Source: an optimization exercise on an open RTL-to-GDS flow (aim: small area, a short achievable clock period and few clock cycles). Production flows keep margins and buffers that such runs may drop. Where RTL was checked, it was by simulation tests only, not by an equivalence proof against the original. The RTL of runs 1, 2 and 6 was laid out without a check of its function. Power is estimated from default activity; no workload was simulated.

`design.v`:
```
module sumedh_engine (
    input  wire        clk,
    input  wire        rst,           
    output wire        mem_valid,
    output wire        mem_we,
    output wire [15:0] mem_addr,
    output wire [15:0] mem_wdata,
    input  wire        mem_ready,
    input  wire [15:0] mem_rdata,
    output wire        halted,
    output wire        fault_valid,
    output wire [2:0]  fault_cause,
    output wire [15:0] fault_addr,
    output wire [15:0] fault_word,
    output wire [15:0] fault_info,
    output wire [15:0] pc_out,
    output wire [3:0]  flags,         
    input  wire [2:0]  dbg_sel,
    output wire [15:0] dbg_data
);
    localparam [2:0] F_UNKNOWN_OP = 3'd1,
                     F_PROTECTED  = 3'd2,
                     F_STACK_OVF  = 3'd3,
                     F_STACK_UNF  = 3'd4,
                     F_DIV_ZERO   = 3'd5,
                     F_BAD_REG    = 3'd6;
    reg [15:0] x0, x1, x2, x3, x4, x5, x6, x7;
    reg [15:0] IR;        
    reg [2:0]  bi;        
    reg        iv;        
    reg [15:0] FA;        
    reg        dv;        
    reg        wbv;       
    reg        wb_pc;     
    reg [2:0]  wb_dst;    
    reg        hlt;
    reg        fz, fn, fc, fv;
    reg        flt;
    reg [2:0]  cause;
    reg [15:0] R;         
    reg [3:0]  cnt;
    reg        md_busy;
    reg        md_div;
    function [16:0] add16(input [15:0] a, input [15:0] b, input ci);
        integer i;
        reg c;
        begin
            c = ci;
            for (i = 0; i < 16; i = i + 1) begin
                add16[i] = a[i] ^ b[i] ^ c;
                c = (a[i] & b[i]) | (a[i] & c) | (b[i] & c);
            end
            add16[16] = c;
        end
    endfunction
    function [15:0] csa16(input [15:0] a, input [15:0] b);
        reg [8:0]  lo;
        reg [8:0]  h0, h1;
        begin
            lo = add8(a[7:0], b[7:0], 1'b0);
            h0 = add8(a[15:8], b[15:8], 1'b0);
            h1 = add8(a[15:8], b[15:8], 1'b1);
            csa16 = {lo[8] ? h1[7:0] : h0[7:0], lo[7:0]};
        end
    endfunction
    function [8:0] add8(input [7:0] a, input [7:0] b, input ci);
        integer i;
        reg c;
        begin
            c = ci;
            for (i = 0; i < 8; i = i + 1) begin
                add8[i] = a[i] ^ b[i] ^ c;
                c = (a[i] & b[i]) | (a[i] & c) | (b[i] & c);
            end
            add8[8] = c;
        end
    endfunction
    function [17:0] add17(input [16:0] a, input [16:0] b, input ci);
        integer i;
        reg c;
        begin
            c = ci;
            for (i = 0; i < 17; i = i + 1) begin
                add17[i] = a[i] ^ b[i] ^ c;
                c = (a[i] & b[i]) | (a[i] & c) | (b[i] & c);
            end
            add17[17] = c;
        end
    endfunction
    function [3:0] msb16(input [15:0] v);
        integer k;
        begin
            msb16 = 4'd0;
            for (k = 1; k < 16; k = k + 1)
                if (v[k]) msb16 = k[3:0];
        end
    endfunction
    wire [16:0] p_s = add16(FA, {16{dv}}, 1'b0);
    wire [15:0] P   = p_s[15:0];
    wire [3:0]  op  = IR[15:12];
    wire [2:0]  rd  = IR[11:9];
    wire [2:0]  rs  = IR[8:6];
    wire        imm = IR[0];
    wire is_hlt  = (op == 4'h0);
    wire is_add  = (op == 4'h1);
    wire is_mul  = (op == 4'h3);
    wire is_div  = (op == 4'h4);
    wire is_sh   = (op == 4'h8);
    wire is_ldst = (op == 4'hA) || (op == 4'hB);
    wire is_ld   = (op == 4'hA);
    wire is_st   = (op == 4'hB);
    wire is_stk  = (op == 4'hC);
    wire is_cmp  = (op == 4'hD);
    wire is_cr   = (op == 4'hF);
    wire is_alu  = (op == 4'h1) || (op == 4'h2) || (op == 4'h5) || (op == 4'h6) ||
                   (op == 4'h7) || (op == 4'h9);
    wire [1:0] smode  = IR[11:10];
    wire is_pop  = is_stk && (smode == 2'd1);
    wire is_push = is_stk && !smode[0];
    wire is_call = is_cr && !IR[11];
    wire is_ret  = is_cr && IR[11];
    wire stk_up  = is_pop || is_ret;            
    wire is_mem  = is_ldst || is_stk || is_cr;
    wire is_wr   = is_st || is_push || is_call;
    wire [2:0]  a_idx = rd;
    wire [2:0]  b_idx = bi;
    reg  [15:0] a_val, b_reg, d_val;
    always @(*) begin
        case (dbg_sel)
            3'd0: d_val = x0;
            3'd1: d_val = x1;
            3'd2: d_val = x2;
            3'd3: d_val = x3;
            3'd4: d_val = x4;
            3'd5: d_val = x5;
            3'd6: d_val = x6;
            default: d_val = x7;
        endcase
    end
    always @(*) begin
        case (a_idx)
            3'd0: a_val = x0;
            3'd1: a_val = x1;
            3'd2: a_val = x2;
            3'd3: a_val = x3;
            3'd4: a_val = x4;
            3'd5: a_val = x5;
            3'd6: a_val = x6;
            default: a_val = x7;
        endcase
    end
    always @(*) begin
        case (b_idx)
            3'd0: b_reg = x0;
            3'd1: b_reg = x1;
            3'd2: b_reg = x2;
            3'd3: b_reg = x3;
            3'd4: b_reg = x4;
            3'd5: b_reg = x5;
            3'd6: b_reg = x6;
            default: b_reg = x7;
        endcase
    end
    wire [15:0] sp    = x0;
    wire [15:0] b_val = (imm && !is_cmp) ? {8'd0, IR[8:1]} : b_reg;
    wire        sub    = !is_add;
    wire [16:0] as     = add16(a_val, sub ? ~b_val : b_val, sub);
    wire        a_lt_b = !as[16];
    wire [3:0]  b_msb  = msb16(b_val);
    wire [3:0]  a_msb  = msb16(a_val);
    wire [3:0]  dv_sh  = b_msb + ~a_msb;        
    wire        div_same = !imm && (rs == rd);
    wire        b_le1  = (b_msb == 4'd0);       
    wire        div0   = b_le1 && !b_val[0];
    wire [15:0] sh_n   = imm ? {10'd0, IR[8:3]} : b_reg;
    wire        sh_big = !is_div && (|sh_n[15:4]);
    wire [3:0]  sh_k   = is_div ? dv_sh : sh_n[3:0];
    wire [1:0]  sh_m   = is_div ? 2'd0 : IR[2:1];
    wire [3:0]  ramt   = (sh_m == 2'd0) ? (4'd0 - sh_k) : sh_k;
    wire [15:0] rot1   = ramt[0] ? {a_val[0],     a_val[15:1]}  : a_val;
    wire [15:0] rot2   = ramt[1] ? {rot1[1:0],    rot1[15:2]}   : rot1;
    wire [15:0] rot4   = ramt[2] ? {rot2[3:0],    rot2[15:4]}   : rot2;
    wire [15:0] rot    = ramt[3] ? {rot4[7:0],    rot4[15:8]}   : rot4;
    wire [15:0] hm     = 16'hFFFF >> sh_k;
    wire [15:0] lm     = {hm[0], hm[1], hm[2],  hm[3],  hm[4],  hm[5],  hm[6],  hm[7],
                          hm[8], hm[9], hm[10], hm[11], hm[12], hm[13], hm[14], hm[15]};
    reg  [15:0] sh_res;
    always @(*) begin
        case (sh_m)
            2'd0: sh_res = sh_big ? 16'd0 : (rot & lm);
            2'd1: sh_res = sh_big ? 16'd0 : (rot & hm);
            2'd2: sh_res = sh_big ? {16{a_val[15]}} : ((rot & hm) | ({16{a_val[15]}} & ~hm));
            default: sh_res = rot;
        endcase
    end
    reg [15:0] alu_res;
    always @(*) begin
        case (op)
            4'h1, 4'h2: alu_res = as[15:0];
            4'h4:       alu_res = {15'd0, div_same};                      
            4'h5:       alu_res = a_val & b_val;
            4'h6:       alu_res = a_val | b_val;
            4'h7:       alu_res = a_val ^ b_val;
            4'h8:       alu_res = sh_res;
            default:    alu_res = b_val;                                 
        endcase
    end
    wire [15:0] agu_base = is_ldst ? b_reg : sp;
    wire [15:0] agu_off  = is_ldst ? {{10{IR[5]}}, IR[5:0]} : (stk_up ? 16'd1 : 16'hFFFF);
    wire [15:0] agu      = csa16(agu_base, agu_off);   
    wire [15:0] d_addr   = (is_push || is_call) ? sp : agu;
    wire sp_ovf  = (sp[15:12] != 4'hF);
    wire sp_unf  = &sp;
    wire ea_prot = !agu[15] && (agu[14:8] != 7'd0);
    wire sh_bad  = !imm && (IR[8:6] != 3'd0);
    wire stk_bad = !smode[1] && (IR[9:4] != 6'd0);
    reg        e_flt;
    reg [2:0]  e_cause;
    always @(*) begin
        e_flt   = 1'b1;
        e_cause = F_BAD_REG;
        if (is_div && div0)
            e_cause = F_DIV_ZERO;
        else if (is_sh && sh_bad)
            e_cause = F_BAD_REG;
        else if (is_ldst && ea_prot)
            e_cause = F_PROTECTED;
        else if (is_stk && smode == 2'd3)
            e_cause = F_UNKNOWN_OP;
        else if (is_stk && stk_bad)
            e_cause = F_BAD_REG;
        else if ((is_push || is_call) && sp_ovf)
            e_cause = F_STACK_OVF;
        else if ((is_pop || is_ret) && sp_unf)
            e_cause = F_STACK_UNF;
        else
            e_flt = 1'b0;
    end
    reg [15:0] info;
    always @(*) begin
        case (cause)
            F_UNKNOWN_OP: info = 16'h000C;
            F_PROTECTED:  info = agu;
            F_STACK_OVF,
            F_STACK_UNF:  info = sp;
            F_BAD_REG:    info = is_sh ? {10'd0, IR[8:3]} : {7'd0, IR[9:1]};
            default:      info = 16'd0;
        endcase
    end
    wire [3:0]  mul_t = {1'b0, b_msb[3:1]} + {3'd0, b_msb[0] | (b_msb[3:1] == 3'd0)};
    wire [3:0]  bd_i  = md_busy ? cnt : mul_t;
    wire [18:0] bx    = {2'b00, b_val, 1'b0};
    reg  [2:0]  bw;
    always @(*) begin
        case (bd_i)
            4'd0: bw = bx[2:0];
            4'd1: bw = bx[4:2];
            4'd2: bw = bx[6:4];
            4'd3: bw = bx[8:6];
            4'd4: bw = bx[10:8];
            4'd5: bw = bx[12:10];
            4'd6: bw = bx[14:12];
            4'd7: bw = bx[16:14];
            default: bw = bx[18:16];
        endcase
    end
    wire        bd_neg = bw[2] && !(bw[1] && bw[0]);
    wire        bd_two = (bw[2] && !bw[1] && !bw[0]) || (!bw[2] && bw[1] && bw[0]);
    wire        bd_one = bw[1] ^ bw[0];
    wire [15:0] pp_mag = bd_two ? {a_val[14:0], 1'b0} : (bd_one ? a_val : 16'd0);
    wire [15:0] pp     = bd_neg ? ~pp_mag : pp_mag;
    wire [16:0] md_x  = md_div ? {R, a_val[15]} : {1'b0, R[13:0], 2'b00};
    wire [16:0] md_y  = md_div ? ~{1'b0, b_val} : {1'b0, pp};
    wire [17:0] md_s  = add17(md_x, md_y, md_div || bd_neg);
    wire        md_ge = md_s[17];
    wire [15:0] md_r  = (md_div && !md_ge) ? md_x[15:0] : md_s[15:0];
    wire [15:0] md_q  = {a_val[14:0], md_ge};
    wire mul_slow = is_mul;
    wire div_slow = is_div && !div0 && !div_same && !a_lt_b;
    wire e_act   = iv && !wbv && !hlt;              
    wire e_halt  = e_act && !md_busy && (is_hlt || e_flt);
    wire e_mem   = e_act && is_mem && !e_flt;       
    wire e_memop = e_act && !md_busy && is_mem;
    wire e_setup = e_act && !md_busy && (mul_slow || div_slow);
    reg  e_done;                                    
    always @(*) begin
        if (!iv)
            e_done = !hlt;
        else if (!e_act || e_halt || e_setup)
            e_done = 1'b0;
        else if (md_busy)
            e_done = (cnt == 4'd0);
        else if (is_mem)
            e_done = mem_ready;
        else
            e_done = 1'b1;
    end
    wire cmp_now = e_act && is_cmp;
    wire nz = cmp_now ? (as[15:0] == 16'd0) : fz;
    wire nn = cmp_now ? as[15] : fn;
    wire nc = cmp_now ? a_lt_b : fc;
    wire nv = cmp_now ? ((a_val[15] != b_val[15]) && (as[15] != a_val[15])) : fv;
    wire [15:0] W    = mem_rdata;
    wire        w_br = (W[15:12] == 4'hE);
    reg         w_take;
    always @(*) begin
        case (W[11:9])
            3'd0: w_take = nz;
            3'd1: w_take = !nz;
            3'd2: w_take = !nn && !nz;
            3'd3: w_take = nn;
            3'd4: w_take = !nn || nz;
            3'd5: w_take = nn || nz;
            3'd6: w_take = 1'b1;
            default: w_take = 1'b0;
        endcase
    end
    wire w_stale = e_mem && is_wr && (d_addr == P);
    wire w_go    = dv && e_done && !(e_mem && (is_cr || w_stale));
    wire ld_ir   = w_go && !w_br;
    wire br_take = w_go && w_br && w_take;
    wire w_lost  = dv && !e_done && !e_halt;
    wire        e_call  = e_memop && is_call;
    wire [15:0] br_base = e_call ? P : FA;
    wire [15:0] br_off  = e_call ? {{5{IR[10]}}, IR[10:0]} : {{7{W[8]}}, W[8:0]};
    wire [16:0] br_s    = add16(br_base, br_off, 1'b0);
    wire [15:0] br_tgt  = br_s[15:0];
    wire f_req = !hlt && !e_memop && !(wbv && wb_pc) && !(md_busy && cnt[3:1] != 3'd0);
    assign mem_valid = e_mem || f_req;
    assign mem_we    = e_memop && is_wr;
    assign mem_addr  = e_memop ? d_addr : FA;
    assign mem_wdata = is_st    ? a_val :
                       is_call  ? P :
                       smode[1] ? {7'd0, IR[9:1]} : b_reg;
    wire f_acc = f_req && mem_ready;
    wire [16:0] pm1 = add16(FA, {15'h7FFF, ~dv}, 1'b0);    
    wire [16:0] fa1 = add16(FA, 16'd0, 1'b1);
    assign halted      = hlt;
    assign fault_valid = flt;
    assign fault_cause = cause;
    assign fault_addr  = pm1[15:0];
    assign fault_word  = IR;
    assign fault_info  = info;
    assign pc_out      = P;
    assign flags       = {fz, fn, fc, fv};
    assign dbg_data    = d_val;
    reg        w_en;
    reg [2:0]  w_idx;
    reg [15:0] w_dat;
    always @(*) begin
        w_en  = 1'b0;
        w_idx = rd;
        w_dat = alu_res;
        if (wbv) begin
            w_en  = !wb_pc;
            w_idx = wb_dst;
            w_dat = mem_rdata;
        end else if (e_act && !e_halt) begin
            if (md_busy) begin
                w_en  = md_div || (cnt == 4'd0);
                w_dat = md_div ? md_q : md_r;
            end else if (is_mem) begin
                w_en  = (is_stk || is_cr) && mem_ready;
                w_idx = 3'd0;
                w_dat = agu;
            end else if (e_setup) begin
                w_en  = is_div;
                w_dat = sh_res;                        
            end else
                w_en  = is_alu || is_sh || is_div;
        end
    end
    always @(posedge clk) begin
        if (rst) begin
            x0 <= 16'hFFFF;
            x1 <= 16'd0; x2 <= 16'd0; x3 <= 16'd0;
            x4 <= 16'd0; x5 <= 16'd0; x6 <= 16'd0; x7 <= 16'd0;
        end else if (w_en) begin
            case (w_idx)
                3'd0: x0 <= w_dat;
                3'd1: x1 <= w_dat;
                3'd2: x2 <= w_dat;
                3'd3: x3 <= w_dat;
                3'd4: x4 <= w_dat;
                3'd5: x5 <= w_dat;
                3'd6: x6 <= w_dat;
                default: x7 <= w_dat;
            endcase
        end
    end
    always @(posedge clk) begin
        wb_pc  <= is_cr;
        wb_dst <= is_ld ? rd : IR[3:1];
        if (ld_ir) begin
            IR <= W;
            bi <= (W[15:12] == 4'hC) ? W[3:1] : ((W[15:12] == 4'h8) ? W[5:3] : W[8:6]);
        end
        if (e_halt)
            cause <= e_cause;
        if (!md_busy) begin
            md_div <= is_div;
            if (is_div) begin
                R   <= rot & ~lm;                      
                cnt <= a_msb - b_msb;
            end else begin
                R   <= pp;                             
                cnt <= mul_t - 4'd1;
            end
        end else begin
            R   <= md_r;
            cnt <= cnt - 4'd1;
        end
    end
    always @(posedge clk) begin
        if (rst) begin
            iv      <= 1'b0;
            FA      <= 16'd0;
            dv      <= 1'b0;
            wbv     <= 1'b0;
            hlt     <= 1'b0;
            fz      <= 1'b0;
            fn      <= 1'b0;
            fc      <= 1'b0;
            fv      <= 1'b0;
            flt     <= 1'b0;
            md_busy <= 1'b0;
        end else begin
            if (cmp_now) begin
                fz <= nz;
                fn <= nn;
                fc <= nc;
                fv <= nv;
            end
            if (e_halt) begin
                hlt   <= 1'b1;
                flt   <= e_flt;
            end
            wbv <= e_mem && mem_ready && !is_wr;
            if (e_setup)
                md_busy <= 1'b1;
            else if (md_busy && !hlt && cnt == 4'd0)
                md_busy <= 1'b0;
            if (e_done || ld_ir)
                iv <= ld_ir;
            if (!e_halt && !hlt)
                dv <= f_acc && !br_take && !e_setup;
            if (e_halt || hlt)
                ;
            else if (wbv && wb_pc)
                FA <= mem_rdata;
            else if (e_call && mem_ready)
                FA <= br_tgt;
            else if (e_setup || w_lost || (dv && w_stale && mem_ready))
                FA <= P;
            else if (br_take)
                FA <= br_tgt;
            else if (f_acc)
                FA <= fa1[15:0];
        end
    end
endmodule
```
`flow/run.sh`:
```
#!/bin/bash
# The standard layout (the standard.sh, unchanged synthesis and steps),
# with the port buffers made from buf_2 cells instead of the default choice.
set -euo pipefail
export BUFFER_PORTS_ARGS="-buffer_cell sky130_fd_sc_hd__buf_2"
bash standard.sh > standard_flow.log 2>&1
```
`standard.sh`:
```
#!/bin/bash
# synth_recipe.tcl (not shown) runs the flow's synth.tcl, then flattens the netlist and writes it again
# the make line also repeats each setting of config.mk as NAME=value (left out here)
make -C /OpenROAD-flow-scripts/flow DESIGN_CONFIG=/design/flow/config.mk WORK_HOME=/design/flow/orfs CLKGATE_MAP_FILE= SYNTH_SCRIPT=/design/flow/synth_recipe.tcl "${@:-finish}"
```
`config.mk`:
```
export PLATFORM = sky130hd
export DESIGN_NAME = sumedh_engine
export DESIGN_NICKNAME = sumedh_engine
export VERILOG_FILES = /design/flow/design.v
export SDC_FILE = /design/flow/constraint.sdc
export NUM_CORES = 4
export LEC_CHECK = 0
export ABC_AREA = 1
export CAP_MARGIN = 20
export CORE_MARGIN = 2
export CORE_UTILIZATION = 40
export SLEW_MARGIN = 20
```
`constraint.sdc`:
```
create_clock -name core_clock -period 36.0 [get_ports {clk}]
set_input_delay 7.2000 -clock core_clock [delete_from_list [all_inputs] [get_ports {clk}]]
set_output_delay 7.2000 -clock core_clock [all_outputs]
set_load 0.01 [all_outputs]
```
==> impl_metrics.json, run 1 <==
{
  "globalplace.congestion": 1.04,
  "tightest_slew_ns": 1.10,
  "drt-initial-drc-count": 3501,
  "vias": 24700,
  "synth-seq-area-share": 0.203,
  "ctsResizeCount": 0,
  "min_period_ns": 16.42,
  "clock_path_buffers": 3,
  "routed_wirelength_um": 104000,
  "yosys_warnings": 1,
  "grt_pass1_wl_um": 151000,
  "timing.final.crit_share": 0.456,
  "ir_drop_mv": 0.0440,
  "fmax_mhz": 60.9,
  "synth_area_per_cell_sq_um": 6.50,
  "io_pins": 145,
  "layout_common_cells": "nand2_1 (615), inv_1 (423), o21ai_0 (363)",
  "hold_violations": 0,
  "clock-skew-final_ns": 0.0263,
  "dieArea_sq_mm": 0.0544,
  "ys_ff_latch": 201,
  "root_buffer": "clkbuf_16",
  "ant_nets": 0,
  "chipWidth_um": 233,
  "synthToLayoutAreaGrowth_pct": 9.47,
  "setup_viol": 0,
  "cts_hold_buf": 0,
  "clk_pin_slew_ns": 0.06,
  "dr.pass1.iters": 6,
  "slew_viol_final": 0,
  "wl_per_cell_um": 26.1,
  "initial_core_util": 0.407,
  "drv_cap": 0,
  "yosysUniqueCellTypes": 72,
  "synthArstFlopShare": 0,
  "drive_above_1_share": 0.121,
  "diodes": 0,
  "h-tree-depth": 1,
  "io_buffers": 144,
  "endpoint_kind": "primary output",
  "p_per_area_mw_per_mm2": 48.6,
  "slew-limit-headroom": 0.262,
  "syn_inst": 3231,
  "nFillCells": 5496,
  "antenna_found_initial": 0,
  "tns_ns": 0,
  "cp-start-kind": "primary input",
  "grt_pass1_vias": 22200,
  "layoutNonFillerInstCount": 3971,
  "cts_sinks": 201,
  "hpwl_um": 78600,
  "outcome": "timing/DRC/antenna clean",
  "crit_type": "primary input to primary output",
  "coreArea_sq_mm": 0.0516,
  "grt_usage": 0.374,
  "synth_ff_type": "dfxtp_1",
  "p_leak_nw": 10.2,
  "postCtsSetupBuffers": 0,
  "grt_overflow_total": 0,
  "avgViaCountPerCell": 6.22,
  "placed_cells": 3923,
  "holdCritPathClass": "flop to flop",
  "layout.nets": 3443,
  "tritoncts": "done",
  "final_common_cell": "nand2_1",
  "whs_ns": 0.469,
  "worst-endpoint-arrival_ns": 9.22,
  "synth_edf_count": 23,
  "drc": 0,
  "die_h_um": 233,
  "num_rows": 83,
  "syn_area_sq_mm": 0.0210,
  "cts_made_buffers": 26,
  "required_ns": 28.80,
  "grt_max_degree": 93,
  "insertion_delay_ns": 0.61,
  "synth_nets": 3403,
  "rsz0062_at_grt": "no",
  "crit_fanout": 12
}
## stage by stage
stage | setup slack (ns) | util | power [mW] | area, sq um
6_report | 19.58 | 0.445 | 1.12 | 23000
3_5_place_dp | 19.67 | 0.426 | 0.799 | 22000
4_1_cts | 19.67 | 0.445 | 1.10 | 23000
2_1_floorplan | 20.47 | - | 0.632 | 21000
3_3_place_gp | 19.68 | 0.426 | 0.794 | 22000
5_1_grt | 19.39 | 0.445 | 1.18 | 23000
## metal layers
metal | track usage | part of all wire | up-vias
li1 | - | - | 11100
met1 | 0.511 | 0.40 | 11400
met5 | 0 | 0 | -
met2 | 0.537 | 0.41 | 1780
met3 | 0.0835 | 0.13 | 393
met4 | 0.220 | 0.069 | 0
## path summary, 6_finish.rpt
check | startpoint | to | cells after the start | slack [ns]
setup reg to reg | bi[2] | x0[1] | 60 | 21.09
hold reg to reg | x2[7] | x2[7] | 2 | 0.47
setup / recovery | dbg_sel[0] | dbg_data[13] | 7 | 19.58
hold / removal | x2[7] | x2[7] | 2 | 0.47
## power breakdown
part	leakage (nW)	internal, mW	total [mW]	switching [mW]
Sequential	1.66	0.245	0.259	0.0143
Combinational	8.02	0.172	0.554	0.381
Clock	0.472	0.181	0.304	0.123
Total	10.2	0.597	1.12	0.519
## cell type report
class | count | area [sq um] | area share
Tap cell | 680 | 851 | 0.0370
Clock buffer | 32 | 724 | 0.0315
Sequential cell | 201 | 4250 | 0.185
Inverter | 461 | 1740 | 0.0756
Timing Repair Buffer | 186 | 1040 | 0.0451
Multi-Input combinational cell | 2395 | 14100 | 0.615
Clock inverter | 16 | 250 | 0.0109
## worst max-delay path, cell delays in order
cell and delay, ns:
buf_2 0.19, nor2_1 0.44, nand2_1 0.52, o22ai_1 0.30
nor4_1 0.08, nor2_1 0.27, buf_2 0.21
## logic make-up after synthesis
family,synth area share
fa+ha+maj,0.113
xor+xnor,0.0273
mux,0.00143
compound gates,0.301
buf+inv,0.125
simple gates,0.230
flops,0.203
## synth_stat cells (4+ instances only)
master / n / area share
o211ai_1: 37 / 0.013
nand2_1: 615 / 0.11
a211oi_1: 11 / 0.0039
buf_6: 14 / 0.0075
nor3_1: 24 / 0.0057
o21ai_0: 363 / 0.087
xor2_1: 39 / 0.016
nand4_1: 53 / 0.016
nand3_2: 9 / 0.0043
edfxtp_1: 23 / 0.033
o221ai_1: 45 / 0.019
dfxtp_1: 178 / 0.17
a31oi_1: 6 / 0.0018
a221oi_1: 8 / 0.0033
buf_4: 20 / 0.0071
a21oi_1: 274 / 0.065
o21ai_2: 21 / 0.0088
nand2_2: 30 / 0.0089
fa_1: 65 / 0.062
o21ai_1: 91 / 0.022
xnor2_1: 19 / 0.0079
a311oi_1: 4 / 0.0017
o21a_1: 8 / 0.0029
o311ai_0: 6 / 0.0025
o2111ai_1: 12 / 0.0050
ha_1: 85 / 0.051
buf_1: 5 / 0.00089
clkinv_1: 7 / 0.0013
nand2_4: 4 / 0.0021
nor4_1: 14 / 0.0042
nand3_1: 89 / 0.021
o41ai_1: 4 / 0.0017
clkbuf_1: 94 / 0.017
a211oi_2: 18 / 0.011
nor2_4: 9 / 0.0048
o22ai_1: 125 / 0.037
nor2_2: 11 / 0.0033
or2_2: 5 / 0.0015
nor2_1: 240 / 0.043
inv_2: 26 / 0.0046
a22oi_2: 7 / 0.0042
buf_2: 40 / 0.0095
inv_1: 424 / 0.076
==> run 2, diff against run 1 <==
--- a/config.mk
+++ b/config.mk
@@ -10,3 +10,4 @@
 export CORE_MARGIN = 2
 export CORE_UTILIZATION = 40
+export PLACE_DENSITY = 0.75
 export SLEW_MARGIN = 20
==> run 2 against run 1 <==
- non-clock buffer count increased by 2
- count of clock-buffer cells in the layout up 3
- highest routed layer is now met5
- global-route usage fell by 0.090 points
- final area decreased by 0.28%
- routed wire length about the same
==> impl_metrics.json, run 2 <==
{
  "ctsResizeCount": 0,
  "synth_nets": 3403,
  "yosysTopAreaCell": "dfxtp_1",
  "hpwl_um": 77400,
  "wl_per_cell_um": 26.1,
  "yosysUniqueCellTypes": 72,
  "grt_pass1_vias": 22900,
  "rsz0062_at_grt": "no",
  "synthTopCellsByCount": "nand2_1 (615), inv_1 (424), o21ai_0 (363)",
  "final_area_sq_mm": 0.0229,
  "coreArea_sq_mm": 0.0516,
  "syn_area_sq_mm": 0.0210,
  "routed_wirelength_um": 104000,
  "endpoint_kind": "primary output",
  "setup_viol": 0,
  "ir_drop_mv": 0.0366,
  "grt_usage": 0.373,
  "layout.nets": 3445,
  "grt_max_degree": 95,
  "h-tree-depth": 1,
  "required_ns": 28.80,
  "yosysTopAreaCellShare": 0.170,
  "synth-seq-area-share": 0.203,
  "cp-start-kind": "primary input",
  "outcome": "timing/DRC/antenna clean",
  "holdCritPathClass": "flop to flop",
  "min_period_ns": 16.23,
  "drt-initial-drc-count": 3894,
  "postCtsSetupBuffers": 0,
  "cts_hold_buf": 0,
  "io_buffers": 144,
  "ant_nets": 0,
  "hold_violations": 0,
  "globalplace.congestion": 1.08,
  "avgViaCountPerCell": 6.34,
  "insertion_delay_ns": 0.60,
  "synth_most_common_cell": "nand2_1",
  "final_common_cell": "nand2_1",
  "worst-endpoint-arrival_ns": 9.03,
  "drv_cap": 0,
  "synth_edf_count": 23,
  "clock-skew-final_ns": 0.0166,
  "yosys_warnings": 1,
  "place_area_sq_mm": 0.0220,
  "p_per_area_mw_per_mm2": 47.7,
  "dr.pass1.iters": 9,
  "synthToLayoutAreaGrowth_pct": 9.16,
  "tritoncts": "done",
  "fin_ws_ns": 19.77,
  "timing.final.crit_share": 0.451,
  "p_leak_nw": 10.1,
  "layout_common_cells": "nand2_1 (615), inv_1 (423), o21ai_0 (363)",
  "fmax_mhz": 61.6,
  "postLayoutCoreUtil": 0.444,
  "ys_ff_latch": 201,
  "drc": 0,
  "synth_area_per_cell_sq_um": 6.50,
  "cts_sinks": 201,
  "vias": 25200,
  "dieArea_sq_mm": 0.0544,
  "io_pins": 145,
  "place_ws_ns": 19.77,
  "clock_path_buffers": 3,
  "die_h_um": 233,
  "crit_type": "primary input to primary output",
  "cts_made_buffers": 26,
  "synth_ff_type": "dfxtp_1",
  "num_rows": 83,
  "grt_overflow_total": 0,
  "slew-limit-headroom": 0.223,
  "root_buffer": "clkbuf_16",
  "grt_pass1_wl_um": 151000,
  "chipWidth_um": 233,
  "tns_ns": 0,
  "antenna_found_initial": 3,
  "drive_above_1_share": 0.121,
  "tightest_slew_ns": 1.17,
  "syn_inst": 3231,
  "initial_core_util": 0.407,
  "crit_fanout": 16,
  "slew_viol_final": 0,
  "netlist_top_cells_area": "dfxtp_1 (17%), nand2_1 (11%), o21ai_0 (8.7%)",
  "synthArstFlopShare": 0,
  "clk_pin_slew_ns": 0.07
}
-- run 2: final timing paths --
path                            slack [ns]  depth (start not counted)       start           to
worst min-delay path                  0.47                          2       x2[7]        x2[7]
worst max register to register       21.17                         60       bi[2]       x6[15]
worst max-delay path                 19.77                          7  dbg_sel[2]  dbg_data[5]
worst min register to register        0.47                          2       x2[7]        x2[7]
-- run 2: power by group --
part / total (mW) / internal (mW) / switching, mW
registers: 0.260 / 0.245 / 0.0150
clock network: 0.279 / 0.159 / 0.121
logic: 0.555 / 0.173 / 0.382
-- run 2: layer usage --
metal | part of all wire | up-vias | global-route usage
met1 | 0.38 | 11600 | 0.487
li1 | - | 11100 | -
met5 | 0.00022 | - | 0
met3 | 0.14 | 508 | 0.0970
met4 | 0.079 | 4 | 0.236
met2 | 0.41 | 2066 | 0.546
-- run 2: cell families (layout without fill, tap and decap cells) --
kind of cell,after synthesis,count (layout),share of synthesized area
XOR/XNOR,62,62,0.0273
AO/OA/AOI/OAI,1065,1065,0.301
other,0,4,0
buffers and inverters,635,697,0.125
flip-flops,201,201,0.203
adder cells (fa/ha/maj),150,150,0.113
multiplexers,3,3,0.00143
AND/OR/NAND/NOR,1115,1115,0.230
-- run 2: stage by stage --
step / cells / total power [mW] / hold WS [ns]
2_1_floorplan: 3231 / 0.632 / 0.444
3_3_place_gp: 3925 / 0.790 / 0.455
3_5_place_dp: 3925 / 0.798 / 0.460
4_1_cts: 3973 / 1.07 / 0.470
5_1_grt: 3974 / 1.15 / 0.494
6_report: 3977 / 1.09 / 0.468
-- run 2: final cells by class --
class                   count  area (sq um)
fillers                  5437         28700
multi-input cells        2395         14100
flip-flops and latches    201          4250
inverters                 461          1740
repair buffers            188          1050
well taps                 680           851
clock buffers              35           734
clock inverters            13           155
diodes                      4          10.0
-- run 2: critical path: stages --
cell and delay (ns):
buf_2 0.24, inv_1 0.13, nand3_1 0.55, o22ai_1 0.14, a2111oi_0 0.36, o21ai_0 0.19, buf_2 0.20
==> run 3, diff against run 2 <==
--- a/design.v
+++ b/design.v
@@ -316,5 +316,5 @@
         endcase
     end
-    wire w_stale = e_mem && is_wr && (d_addr == P);
+    wire w_stale = e_mem && is_wr && (d_addr[5:0] == P[5:0]);
     wire w_go    = dv && e_done && !(e_mem && (is_cr || w_stale));
     wire ld_ir   = w_go && !w_br;
--- a/config.mk
+++ b/config.mk
@@ -10,4 +10,3 @@
 export CORE_MARGIN = 2
 export CORE_UTILIZATION = 40
-export PLACE_DENSITY = 0.75
 export SLEW_MARGIN = 20
==> run 3 against run 2 <==
- still clean on timing, DRC and antenna
- die area shrank 2.6%
- clock power grew 4%
- hold slack gained 0.015 ns
- critical endpoint is now dbg_data[0]
- first-iteration DRC count shrank 9.7%
- register-to-register slack lost 0.03 ns
- largest cell class unchanged
==> impl_metrics.json, run 3 <==
{
  "h-tree-depth": 1,
  "fmax_mhz": 61.6,
  "tightest_slew_ns": 1.15,
  "holdCritPathClass": "flop to flop",
  "insertion_delay_ns": 0.60,
  "root_buffer": "clkbuf_16",
  "grt_max_degree": 97,
  "synth_edf_count": 23,
  "p_per_area_mw_per_mm2": 54.0,
  "ys_ff_latch": 201,
  "synth_area_per_cell_sq_um": 6.38,
  "timing.final.crit_share": 0.451,
  "vias": 24700,
  "postCtsSetupBuffers": 0,
  "diodes": 0,
  "synth_nets": 3378,
  "place_area_sq_mm": 0.0217,
  "synthArstFlopShare": 0,
  "path_cells": "buf_2, inv_1, nand3_1, o22ai_1, a21oi_1, o211ai_1, buf_2",
  "yosysUniqueCellTypes": 65,
  "min_path_cells": 2,
  "cpMostUsedCell": "buf_2",
  "netlist_top_cells_area": "dfxtp_1 (17%), nand2_1 (12%), o21ai_0 (9.8%)",
  "clk_pin_slew_ns": 0.06,
  "grt_usage": 0.402,
  "crit_fanout": 16,
  "globalplace.congestion": 1.04,
  "reg2reg_slack_ns": 21.14,
  "fin_ws_ns": 19.76,
  "layout.nets": 3433,
  "hold_violations": 0,
  "cts_made_buffers": 27,
  "tritoncts": "done",
  "yosys_warnings": 1,
  "wl_per_cell_um": 27.9,
  "cp-start-kind": "primary input",
  "yosysTopAreaCellShare": 0.174,
  "setup_viol": 0,
  "drc": 0,
  "reg2reg_depth": 55,
  "p_leak_nw": 9.97,
  "routed_wirelength_um": 110000,
  "cts_hold_buf": 0,
  "slew_viol_final": 0,
  "drive_above_1_share": 0.109,
  "die_h_um": 230,
  "synthToLayoutAreaGrowth_pct": 10.5,
  "worst-endpoint-arrival_ns": 9.04,
  "num_rows": 82,
  "ant_nets": 0,
  "drv_cap": 0,
  "synth-seq-area-share": 0.208,
  "chipWidth_um": 230,
  "place_ws_ns": 19.83,
  "syn_inst": 3206,
  "yosysTopAreaCell": "dfxtp_1",
  "synth_ff_type": "dfxtp_1",
  "clock_path_buffers": 3,
  "drt-initial-drc-count": 3517,
  "grt_pass1_wl_um": 158000,
  "final_area_sq_mm": 0.0226,
  "hpwl_um": 82500,
  "cpPeakStageDelay_ns": 0.62,
  "outcome": "timing/DRC/antenna clean",
  "io_pins": 145,
  "slowest_stage": "nand3_1",
  "coreArea_sq_mm": 0.0503,
  "ir_drop_mv": 0.0330,
  "required_ns": 28.80,
  "antenna_found_initial": 3,
  "final_common_cell": "nand2_1",
  "io_buffers": 144,
  "grt_overflow_total": 0,
  "power_mw": 1.22,
  "dr.pass1.iters": 6,
  "cts_sinks": 201,
  "syn_area_sq_mm": 0.0205,
  "synthTopCellsByCount": "nand2_1 (641), o21ai_0 (402), inv_1 (398)",
  "dieArea_sq_mm": 0.0530,
  "clock-skew-final_ns": 0.0131,
  "crit_type": "primary input to primary output",
  "layout_common_cells": "nand2_1 (641), o21ai_0 (402), inv_1 (398)",
  "slew-limit-headroom": 0.223,
  "endpoint_kind": "primary output",
  "grt_pass1_vias": 22800,
  "min_period_ns": 16.24,
  "ctsResizeCount": 0,
  "initial_core_util": 0.407,
  "synth_most_common_cell": "nand2_1",
  "avgViaCountPerCell": 6.24,
  "tns_ns": 0,
  "rsz0062_at_grt": "no"
}
run 3: changes by cell type after synthesis, moves of 13 or more:
| cell | change |
|---|---|
| nand3_1 | +22 |
| o211ai_1 | +22 |
| nand2_1 | +26 |
| nor2_1 | -44 |
| a21oi_1 | +13 |
| o21ai_0 | +39 |
| o21ai_1 | -14 |
| inv_1 | -26 |
| a211oi_2 | -18 |
| o221ai_1 | -20 |
run 3: routing by layer:
layer  up-vias  routed length, um  GRT usage
li1      11100                  -          -
met1     11800              44600      0.533
met2      1562              47400      0.616
met3       300              11700     0.0813
met4         0               6570      0.210
met5         -                  0          0
run 3: stage by stage:
| stage | hold slack (ns) | util | std cells |
|---|---|---|---|
| 2_1_floorplan | 0.459 | - | 3206 |
| 3_3_place_gp | 0.471 | 0.431 | 3903 |
| 3_5_place_dp | 0.471 | 0.431 | 3904 |
| 4_1_cts | 0.481 | 0.450 | 3954 |
| 5_1_grt | 0.520 | 0.450 | 3954 |
| 6_report | 0.483 | 0.450 | 3954 |
run 3: power breakdown:
part	internal [mW]	switching, mW	total [mW]
clock network	0.166	0.123	0.289
logic	0.206	0.461	0.667
registers	0.247	0.0167	0.264
run 3: worst paths after layout:
check | endpoint | start
worst max-delay path | dbg_data[0] | dbg_sel[2]
worst min-delay path | flt | flt
worst max register to register | x1[15] | bi[2]
worst min register to register | flt | flt
run 3: critical path: cells and delay by family:
family	cells	cell delay (ns)
buf+inv	3	0.55
compound gates	3	0.65
simple gates	1	0.62
run 3: cell type report:
cell class	count	area (sq um)
Timing Repair Buffer	199	1150
Fill cell	5430	27700
Clock inverter	16	151
Tap cell	672	841
Clock buffer	34	772
Sequential cell	201	4250
Multi-Input combinational cell	2389	13800
Inverter	443	1670
run 3: kinds of logic after synthesis:
family	share of synthesized area
buf+inv	0.120
fa+ha+maj	0.116
xor+xnor	0.0226
flops	0.208
mux	0.00147
compound gates	0.303
simple gates	0.228
Testbench counts of run 3, summed over its fixed seeds: cycles 108,623.
==> run 4, diff against run 3 <==
--- a/config.mk
+++ b/config.mk
@@ -10,3 +10,4 @@
 export CORE_MARGIN = 2
 export CORE_UTILIZATION = 40
+export PLACE_DENSITY = 0.75
 export SLEW_MARGIN = 20
==> run 4 against run 3 <==
- count of clock-buffer cells in the layout decreased by 2
- critical path depth did not move
- first-iteration DRC count is 15% higher
- routed wire length decreased by 10%
- synthesized cell count unchanged
- critical endpoint is now dbg_data[14]
- still clean
- clock power down 6%
- power is 2.4% lower
- combinational power down 2%
- final area decreased by 0.79%
- register-to-register slack got worse by 0.46 ns
==> impl_metrics.json, run 4 <==
{
  "drc": 0,
  "worst-endpoint-arrival_ns": 9.05,
  "min_period_ns": 16.25,
  "drive_above_1_share": 0.102,
  "dieArea_sq_mm": 0.0530,
  "grt_overflow_total": 0,
  "tightest_slew_ns": 1.05,
  "cts_hold_buf": 0,
  "crit_fanout": 16,
  "cts_made_buffers": 25,
  "num_rows": 82,
  "fin_ws_ns": 19.75,
  "wl_per_cell_um": 25.2,
  "outcome": "timing/DRC/antenna clean",
  "coreArea_sq_mm": 0.0503,
  "synth-seq-area-share": 0.208,
  "die_h_um": 230,
  "synthArstFlopShare": 0,
  "cts_sinks": 201,
  "seqPwrFrac": 0.223,
  "place_ws_ns": 19.84,
  "synthToLayoutAreaGrowth_pct": 9.64,
  "synth_most_common_cell": "nand2_1",
  "ant_nets": 0,
  "clock_path_buffers": 3,
  "synthTopCellsByCount": "nand2_1 (641), o21ai_0 (402), inv_1 (398)",
  "io_pins": 145,
  "yosys_warnings": 1,
  "antenna_found_initial": 1,
  "yosysTopAreaCell": "dfxtp_1",
  "endpoint_kind": "primary output",
  "grt_pass1_wl_um": 145000,
  "yosysTopAreaCellShare": 0.174,
  "slew-limit-headroom": 0.299,
  "grt_pass1_vias": 22400,
  "holdCritPathClass": "flop to flop",
  "hpwl_um": 74200,
  "grt_max_degree": 117,
  "hold_violations": 0,
  "fmax_mhz": 61.5,
  "required_ns": 28.80,
  "io_buffers": 144,
  "layout_common_cells": "nand2_1 (641), o21ai_0 (400), inv_1 (398)",
  "layout.nets": 3421,
  "p_per_area_mw_per_mm2": 53.1,
  "ir_drop_mv": 0.0312,
  "routed_wirelength_um": 99100,
  "whs_ns": 0.500,
  "crit_type": "primary input to primary output",
  "insertion_delay_ns": 0.59,
  "root_buffer": "clkbuf_16",
  "syn_area_sq_mm": 0.0205,
  "vias": 24700,
  "cpPeakStageDelay_ns": 0.55,
  "yosysUniqueCellTypes": 65,
  "timing.final.crit_share": 0.451,
  "synth_area_per_cell_sq_um": 6.38,
  "drt-initial-drc-count": 4043,
  "path_cells": "buf_2, inv_1, nand3_1, o21ai_0, nor4_1, nor2_1, buf_2",
  "ctsResizeCount": 0,
  "grt_usage": 0.358,
  "syn_inst": 3206,
  "h-tree-depth": 1,
  "netlist_top_cells_area": "dfxtp_1 (17%), nand2_1 (12%), o21ai_0 (9.8%)",
  "postCtsSetupBuffers": 0,
  "p_leak_nw": 9.86,
  "final_common_cell": "nand2_1",
  "ys_ff_latch": 201,
  "p_sw_mw": 0.579,
  "tritoncts": "done",
  "synth_ff_type": "dfxtp_1",
  "cpMostUsedCell": "buf_2",
  "avgViaCountPerCell": 6.28,
  "placed_cells": 3894,
  "drv_cap": 0,
  "internal_power_mw": 0.613,
  "tns_ns": 0,
  "chipWidth_um": 230,
  "globalplace.congestion": 1.06,
  "clock-skew-final_ns": 0.0231,
  "setup_viol": 0,
  "p_sw_frac": 0.486,
  "cp-start-kind": "primary input",
  "clk_pin_slew_ns": 0.06,
  "slew_viol_final": 0,
  "final_area_sq_mm": 0.0224,
  "pwr-share-clk": 0.229,
  "layoutNonFillerInstCount": 3940,
  "synth_nets": 3378,
  "rsz0062_at_grt": "no",
  "synth_edf_count": 23,
  "p_comb_frac": 0.548,
  "initial_core_util": 0.407,
  "place_area_sq_mm": 0.0216,
  "slowest_stage": "nand3_1",
  "dr.pass1.iters": 9
}
==> run 4: cell counts after synthesis <==
No cell type changed its count.
==> run 4: kinds of logic (layout without fill, tap and decap cells) <==
kind of cell             Yosys count  after routing  synth area share
XOR/XNOR                          52             52            0.0226
AND/OR/NAND/NOR                 1099           1099             0.228
multiplexers                       3              3           0.00147
other                              0              1                 0
adder cells (fa/ha/maj)          150            150             0.116
flip-flops                       201            201             0.208
AO/OA/AOI/OAI                   1085           1085             0.303
buffers and inverters            616            677             0.120
==> run 4: path summary, 6_finish.rpt <==
path | startpoint | end | slack [ns] | depth (start not counted)
hold / removal | iv | iv | 0.50 | 2
hold reg to reg | iv | iv | 0.50 | 2
setup / recovery | dbg_sel[2] | dbg_data[14] | 19.75 | 7
setup reg to reg | bi[2] | x0[15] | 20.68 | 60
==> run 4: power groups by stage <==
stage	clock network [mW]	logic, mW	registers, mW
finish	0.273	0.652	0.266
global route	0.281	0.706	0.267
CTS	0.273	0.631	0.265
detailed placement	0	0.627	0.269
global placement	0	0.620	0.269
floorplan	0	0.427	0.262
==> run 4: worst max-delay path, delay by kind of cell <==
family                 cells  cell delay (ns)
AOI/OAI and AO/OA          1             0.16
buffers and inverters      3             0.55
and+or+nand+nor            3             1.14
==> run 4: per-stage QoR <==
| stage | util | total power [mW] |
|---|---|---|
| 4_1_cts | 0.446 | 1.17 |
| 5_1_grt | 0.446 | 1.25 |
| 6_report | 0.446 | 1.19 |
| 2_1_floorplan | - | 0.689 |
| 3_5_place_dp | 0.429 | 0.896 |
| 3_3_place_gp | 0.429 | 0.889 |
==> run 4: layer usage <==
| metal | wire (um) | vias to the layer above | track usage |
|---|---|---|---|
| li1 | - | 11000 | - |
| met1 | 37300 | 11300 | 0.466 |
| met2 | 40000 | 1919 | 0.519 |
| met3 | 13300 | 503 | 0.0908 |
| met4 | 8500 | 0 | 0.247 |
| met5 | 0 | - | 0 |
==> run 4: cell type report <==
class                   instances  area (sq um)
repair buffers                189          1060
diodes                          1          2.50
flip-flops and latches        201          4250
well taps                     672           841
multi-input cells            2389         13700
inverters                     443          1670
clock inverters                13           186
fillers                      5356         27900
clock buffers                  32           672
==> run 5, diff against run 4 <==
--- a/config.mk
+++ b/config.mk
@@ -10,4 +10,4 @@
 export CORE_MARGIN = 2
 export CORE_UTILIZATION = 40
-export PLACE_DENSITY = 0.75
+export PLACE_DENSITY = 0.85
 export SLEW_MARGIN = 20
==> run 5 against run 4 <==
- still clean on timing, DRC and antenna
- clock power rose by 4%
- combinational power rose by 3%
- synthesized cell count did not move
- global-route usage rose by 1.8 points
- hold slack got worse by 0.016 ns
- via count rose by 1.0%
- synthesized area did not move
- fmax rose by 0.76%
- final area rose by 0.46%
- largest cell class unchanged
- largest power group unchanged
- highest routed layer unchanged
==> impl_metrics.json, run 5 <==
{
  "outcome": "timing/DRC/antenna clean",
  "synth-seq-area-share": 0.208,
  "tightest_slew_ns": 1.06,
  "hold_violations": 0,
  "clk_pin_slew_ns": 0.07,
  "reg2reg_slack_ns": 21.15,
  "hold_path_end": "flt",
  "coreArea_sq_mm": 0.0503,
  "drc": 0,
  "slowest_stage": "nand3_1",
  "cts_sinks": 201,
  "synthTopCellsByCount": "nand2_1 (641), o21ai_0 (402), inv_1 (398)",
  "synth_ff_type": "dfxtp_1",
  "worstHoldStart": "flt",
  "fmax_mhz": 62.0,
  "ant_nets": 0,
  "dr.pass1.iters": 8,
  "layout.nets": 3426,
  "tns_ns": 0,
  "syn_area_sq_mm": 0.0205,
  "final_area_sq_mm": 0.0225,
  "startpoint": "dbg_sel[2]",
  "timing.final.crit_share": 0.448,
  "io_pins": 145,
  "slew-limit-headroom": 0.291,
  "synth_most_common_cell": "nand2_1",
  "postLayoutCoreUtil": 0.448,
  "min_period_ns": 16.13,
  "setup_viol": 0,
  "num_rows": 82,
  "cp-start-kind": "primary input",
  "cts_made_buffers": 26,
  "grt_max_degree": 118,
  "place_area_sq_mm": 0.0216,
  "yosysTopAreaCellShare": 0.174,
  "required_ns": 28.80,
  "slew_viol_final": 0,
  "grt_pass1_vias": 22700,
  "globalplace.congestion": 1.07,
  "rsz0062_at_grt": "no",
  "synth_fa_ha_area_frac": 0.116,
  "nFillCells": 5359,
  "synthMuxAreaShare": 0.00147,
  "wl_per_cell_um": 26.2,
  "synth_top_family_by_area": "compound AO/OA/AOI/OAI gates",
  "yosysTopAreaCell": "dfxtp_1",
  "vias": 25000,
  "cts_hold_buf": 0,
  "reg2reg_depth": 68,
  "clock-skew-final_ns": 0.0226,
  "root_buffer": "clkbuf_16",
  "endpoint_kind": "primary output",
  "syn_inst": 3206,
  "postCtsSetupBuffers": 0,
  "grt_pass1_wl_um": 150000,
  "yosysUniqueCellTypes": 65,
  "drt-initial-drc-count": 4069,
  "whs_ns": 0.483,
  "die_h_um": 230,
  "drive_above_1_share": 0.106,
  "p_leak_nw": 9.92,
  "layout_common_cells": "nand2_1 (641), o21ai_0 (402), inv_1 (398)",
  "ys_ff_latch": 201,
  "synth-simple-area-share": 0.228,
  "crit_type": "primary input to primary output",
  "holdCritPathClass": "flop to flop",
  "synthArstFlopShare": 0,
  "routed_wirelength_um": 103000,
  "synth_compound_area_frac": 0.303,
  "r2r_start": "bi[2]",
  "min_path_cells": 2,
  "synth_area_per_cell_sq_um": 6.38,
  "path_cells": "buf_2, inv_1, nand3_1, o22ai_1, nor2_1, o211ai_1, buf_2",
  "final_common_cell": "nand2_1",
  "drv_cap": 0,
  "io_buffers": 144,
  "initial_core_util": 0.407,
  "ir_drop_mv": 0.0445,
  "worst-endpoint-arrival_ns": 8.93,
  "antenna_found_initial": 1,
  "netlist_top_cells_area": "dfxtp_1 (17%), nand2_1 (12%), o21ai_0 (9.8%)",
  "synth_edf_count": 23,
  "grt_overflow_total": 0,
  "avgViaCountPerCell": 6.33,
  "crit_fanout": 16,
  "yosys_warnings": 1,
  "fin_ws_ns": 19.87,
  "synth_nets": 3378,
  "h-tree-depth": 1,
  "r2r_end": "x0[15]",
  "cpPeakStageDelay_ns": 0.53,
  "hpwl_um": 77000,
  "ctsResizeCount": 0,
  "place_ws_ns": 19.90,
  "cpMostUsedCell": "buf_2",
  "insertion_delay_ns": 0.60,
  "synthToLayoutAreaGrowth_pct": 10.1,
  "chipWidth_um": 230,
  "clock_path_buffers": 3,
  "grt_usage": 0.376,
  "tritoncts": "done",
  "p_per_area_mw_per_mm2": 54.2,
  "dieArea_sq_mm": 0.0530,
  "synthXorXnorAreaFrac": 0.0226
}
==> run 5: report_power, final <==
part | total [mW] | switching, mW | internal (mW)
clock network | 0.284 | 0.122 | 0.162
logic | 0.672 | 0.464 | 0.208
registers | 0.266 | 0.0181 | 0.247
==> run 5: cell type report <==
class	count	area (sq um)	share of cell area
clock buffer	31	699	0.0311
antenna	2	5.00	0.000222
tap	672	841	0.0373
multi-input combinational	2389	13700	0.610
sequential	201	4250	0.189
timing repair buffer	193	1110	0.0492
inverter	443	1670	0.0740
clock inverter	17	206	0.00917
==> run 5: cells by family (layout without fill, tap and decap cells) <==
group           Yosys count  after routing
simple gates           1099           1099
compound gates         1085           1085
buf+inv                 616            684
flops                   201            201
fa+ha+maj               150            150
xor+xnor                 52             52
mux                       3              3
other cells               0              2
==> run 5: worst max-delay path by stage <==
stage	to	slack, ns	cells after the start
after floorplan	dbg_data[11]	20.41	7
after CTS	dbg_data[0]	19.89	7
after detailed placement	dbg_data[0]	19.90	7
after global routing	dbg_data[0]	19.78	7
after global placement	dbg_data[0]	19.85	7
final	dbg_data[0]	19.87	7
==> run 5: routing by layer <==
| metal | wire length (um) | track usage | up-vias | share of wire |
|---|---|---|---|---|
| li1 | - | - | 11000 | - |
| met1 | 39200 | 0.488 | 11500 | 0.38 |
| met2 | 41900 | 0.548 | 1947 | 0.41 |
| met3 | 13500 | 0.0920 | 498 | 0.13 |
| met4 | 8640 | 0.257 | 0 | 0.084 |
| met5 | 0 | 0.00460 | - | 0 |
==> run 5: metrics by stage <==
stage / power [mW] / cells
after global placement: 0.898 / 3897
after detailed placement: 0.906 / 3897
final: 1.22 / 3948
after CTS: 1.19 / 3945
after global routing: 1.28 / 3946
after floorplan: 0.689 / 3206
==> run 5: critical path, delay by kind of cell <==
kind	cells	cell delay [ns]
and+or+nand+nor	2	0.61
AOI/OAI and AO/OA	2	0.56
buffers and inverters	3	0.54
==> run 6, diff against run 5 <==
--- a/design.v
+++ b/design.v
@@ -27,5 +27,4 @@
     reg [15:0] x0, x1, x2, x3, x4, x5, x6, x7;
     reg [15:0] IR;        
-    reg [2:0]  bi;        
     reg        iv;        
     reg [15:0] FA;        
@@ -123,19 +122,7 @@
     wire is_mem  = is_ldst || is_stk || is_cr;
     wire is_wr   = is_st || is_push || is_call;
-    wire [2:0]  a_idx = rd;
-    wire [2:0]  b_idx = bi;
-    reg  [15:0] a_val, b_reg, d_val;
-    always @(*) begin
-        case (dbg_sel)
-            3'd0: d_val = x0;
-            3'd1: d_val = x1;
-            3'd2: d_val = x2;
-            3'd3: d_val = x3;
-            3'd4: d_val = x4;
-            3'd5: d_val = x5;
-            3'd6: d_val = x6;
-            default: d_val = x7;
-        endcase
-    end
+    wire [2:0]  a_idx = hlt ? dbg_sel : rd;
+    wire [2:0]  b_idx = is_stk ? IR[3:1] : (is_sh ? IR[5:3] : rs);
+    reg  [15:0] a_val, b_reg;
     always @(*) begin
         case (a_idx)
@@ -316,5 +303,5 @@
         endcase
     end
-    wire w_stale = e_mem && is_wr && (d_addr[5:0] == P[5:0]);
+    wire w_stale = e_mem && is_wr && (d_addr == P);
     wire w_go    = dv && e_done && !(e_mem && (is_cr || w_stale));
     wire ld_ir   = w_go && !w_br;
@@ -344,5 +331,5 @@
     assign pc_out      = P;
     assign flags       = {fz, fn, fc, fv};
-    assign dbg_data    = d_val;
+    assign dbg_data    = a_val;
     reg        w_en;
     reg [2:0]  w_idx;
@@ -392,8 +379,6 @@
         wb_pc  <= is_cr;
         wb_dst <= is_ld ? rd : IR[3:1];
-        if (ld_ir) begin
+        if (ld_ir)
             IR <= W;
-            bi <= (W[15:12] == 4'hC) ? W[3:1] : ((W[15:12] == 4'h8) ? W[5:3] : W[8:6]);
-        end
         if (e_halt)
             cause <= e_cause;
--- a/config.mk
+++ b/config.mk
@@ -10,4 +10,3 @@
 export CORE_MARGIN = 2
 export CORE_UTILIZATION = 40
-export PLACE_DENSITY = 0.85
 export SLEW_MARGIN = 20
==> run 6 against run 5 <==
- register-to-register slack lost 0.97 ns
- sequential cell count shrank 3
- sequential share of layout area is essentially flat
- hold slack gained 0.0023 ns
==> impl_metrics.json, run 6 <==
{
  "root_buffer": "clkbuf_16",
  "min_period_ns": 18.98,
  "holdCritPathClass": "flop to flop",
  "cts_sinks": 198,
  "netlist_top_cells_area": "dfxtp_1 (18%), nand2_1 (12%), o21ai_0 (8.8%)",
  "drt-initial-drc-count": 3643,
  "antenna_found_initial": 3,
  "slew-limit-headroom": 0.209,
  "worst-endpoint-arrival_ns": 19.42,
  "yosys_warnings": 1,
  "cpPeakStageDelay_ns": 0.49,
  "dr.pass1.iters": 6,
  "whs_ns": 0.486,
  "drc": 0,
  "ctsResizeCount": 0,
  "cts_hold_buf": 0,
  "crit_fanout": 29,
  "clk_pin_slew_ns": 0.08,
  "timing.final.crit_share": 0.527,
  "fmax_mhz": 52.7,
  "chipWidth_um": 229,
  "slowest_stage": "o21ai_1",
  "required_ns": 36.44,
  "endpoint_kind": "flop",
  "syn_area_sq_mm": 0.0202,
  "avgViaCountPerCell": 6.28,
  "cpMostUsedCell": "fa_1",
  "layout.nets": 3348,
  "tns_ns": 0,
  "io_pins": 145,
  "synth_area_per_cell_sq_um": 6.46,
  "p_per_area_mw_per_mm2": 61.4,
  "rsz0062_at_grt": "no",
  "vias": 24200,
  "io_buffers": 144,
  "outcome": "timing/DRC/antenna clean",
  "yosysUniqueCellTypes": 76,
  "grt_pass1_vias": 22400,
  "initial_core_util": 0.404,
  "syn_inst": 3126,
  "synthToLayoutAreaGrowth_pct": 8.97,
  "grt_max_degree": 115,
  "drv_cap": 0,
  "yosysTopAreaCell": "dfxtp_1",
  "synthTopCellsByCount": "nand2_1 (666), o21ai_0 (353), inv_1 (351)",
  "num_rows": 82,
  "synth_edf_count": 20,
  "tritoncts": "done",
  "slew_viol_final": 0,
  "layout_common_cells": "nand2_1 (666), o21ai_0 (352), inv_1 (350)",
  "hpwl_um": 81500,
  "synth_nets": 3299,
  "globalplace.congestion": 1.03,
  "grt_overflow_total": 0,
  "postCtsSetupBuffers": 0,
  "cts_made_buffers": 17,
  "synthArstFlopShare": 0,
  "p_leak_nw": 9.95,
  "grt_pass1_wl_um": 155000,
  "synth_ff_type": "dfxtp_1",
  "routed_wirelength_um": 107000,
  "grt_usage": 0.401,
  "h-tree-depth": 4,
  "nFillCells": 5451,
  "coreArea_sq_mm": 0.0500,
  "layoutNonFillerInstCount": 3860,
  "ant_nets": 0,
  "wl_per_cell_um": 27.7,
  "dieArea_sq_mm": 0.0523,
  "ys_ff_latch": 198,
  "hold_violations": 0,
  "setup_viol": 0,
  "ir_drop_mv": 0.0359,
  "insertion_delay_ns": 0.52,
  "placed_cells": 3828,
  "synth-seq-area-share": 0.206,
  "yosysTopAreaCellShare": 0.177,
  "clock-skew-final_ns": 0.0227,
  "final_common_cell": "nand2_1",
  "drive_above_1_share": 0.120,
  "clock_path_buffers": 2,
  "tightest_slew_ns": 1.18,
  "power_mw": 1.35,
  "die_h_um": 229,
  "synth_most_common_cell": "nand2_1",
  "crit_type": "primary input to flop",
  "cp-start-kind": "primary input"
}
run 6: per-layer routing:
metal | global-route usage | vias to the layer above | part of all wire
met3 | 0.0873 | 302 | 0.10
met1 | 0.520 | 11600 | 0.39
li1 | - | 10700 | -
met2 | 0.623 | 1577 | 0.44
met4 | 0.214 | 2 | 0.061
met5 | 0 | - | 0.00012
run 6: layout make-up:
class                   instances  area (sq um)  area share
diodes                          1          2.50    0.000114
clock inverters                13           149     0.00677
clock buffers                  18           439      0.0200
repair buffers                200          1140      0.0519
flip-flops and latches        198          4160       0.189
inverters                     398          1510      0.0684
well taps                     672           841      0.0382
multi-input cells            2360         13800       0.625
run 6: cells by family (layout without fill, tap and decap cells):
logic type	count (synthesis)	in the layout	share of synthesized area
and+or+nand+nor	1194	1194	0.263
DFF	198	198	0.206
buffers and inverters	568	629	0.113
xor gates and xnor gates	48	48	0.0216
muxes	1	1	0.000496
AOI/OAI and AO/OA	966	966	0.277
adders and majority gates	151	151	0.118
other	0	1	0
run 6: worst paths after layout:
check	start	endpoint	slack, ns	cells after the start
setup reg to reg	IR[13]	x3[15]	20.18	67
hold reg to reg	fv	fv	0.49	2
hold / removal	fv	fv	0.49	2
setup / recovery	dbg_sel[1]	FA[4]	17.02	47
run 6: power by group:
| group | switching, mW | leakage, nW | internal [mW] |
|---|---|---|---|
| Sequential | 0.0195 | 1.63 | 0.245 |
| Clock | 0.115 | 0.290 | 0.0951 |
| Combinational | 0.610 | 8.03 | 0.267 |
run 6: worst max-delay path: cells and delay by family:
kind	cells	cell delay, ns
compound gates	9	1.60
buf+inv	9	1.50
simple gates	14	2.38
fa+ha+maj	15	6.71
run 6: metrics by stage:
stage / cell area (sq um) / util / worst slack, ns
after global placement: 21400 / 0.428 / 16.89
after floorplan: 20200 / - / 18.56
final: 22000 / 0.440 / 17.02
after CTS: 22000 / 0.440 / 17.20
after global routing: 22000 / 0.440 / 16.32
after detailed placement: 21400 / 0.428 / 16.72

==> port drivers added, routing unchanged <==
The flow's constraints put no driver on any port. The routed layouts listed below were extracted and timed again, unchanged, in two steps.
Step 1 sets driving cells, clkbuf_16 on the clock port and buf_2 on the other inputs (assumed; they add their load-dependent delay and slew).
Step 2 adds t to the input delays and takes it off the output delays; t is the mean of the earliest and latest rising clock arrival at the registers after step 1. Input paths then give back, and output paths get back, about the clock's delay inside the block.
a / b / c = ideal ports / drivers / drivers and shift; a / b = the first two.
run | shift t [ns] | setup slack, ns | worst hold slack (ns) | worst setup path after step 2 | clock arrival spread, ns
run 1 | 0.654 | 19.580 / 19.558 / 19.558 | 0.469 / 0.469 / 0.469 | input to output | 0.026 / 0.026
run 2 | 0.649 | 19.773 / 19.753 / 19.753 | 0.468 / 0.468 / 0.468 | input to output | 0.016 / 0.017
run 3 | 0.661 | 19.765 / 19.742 / 19.742 | 0.483 / 0.483 / 0.483 | input to output | 0.013 / 0.013
run 4 | 0.635 | 19.749 / 19.725 / 19.725 | 0.500 / 0.500 / 0.500 | input to output | 0.023 / 0.023
run 5 | 0.653 | 19.872 / 19.853 / 19.853 | 0.483 / 0.483 / 0.483 | input to output | 0.022 / 0.023
run 6 | 0.565 | 17.016 / 17.051 / 16.487 | 0.486 / 0.486 / 0.486 | input to register | 0.023 / 0.023
After both steps setup and hold are still met in every run listed. For run 6, which loses most, drivers alone change the setup slack by +0.035 ns; drivers and shift together by -0.529 ns.
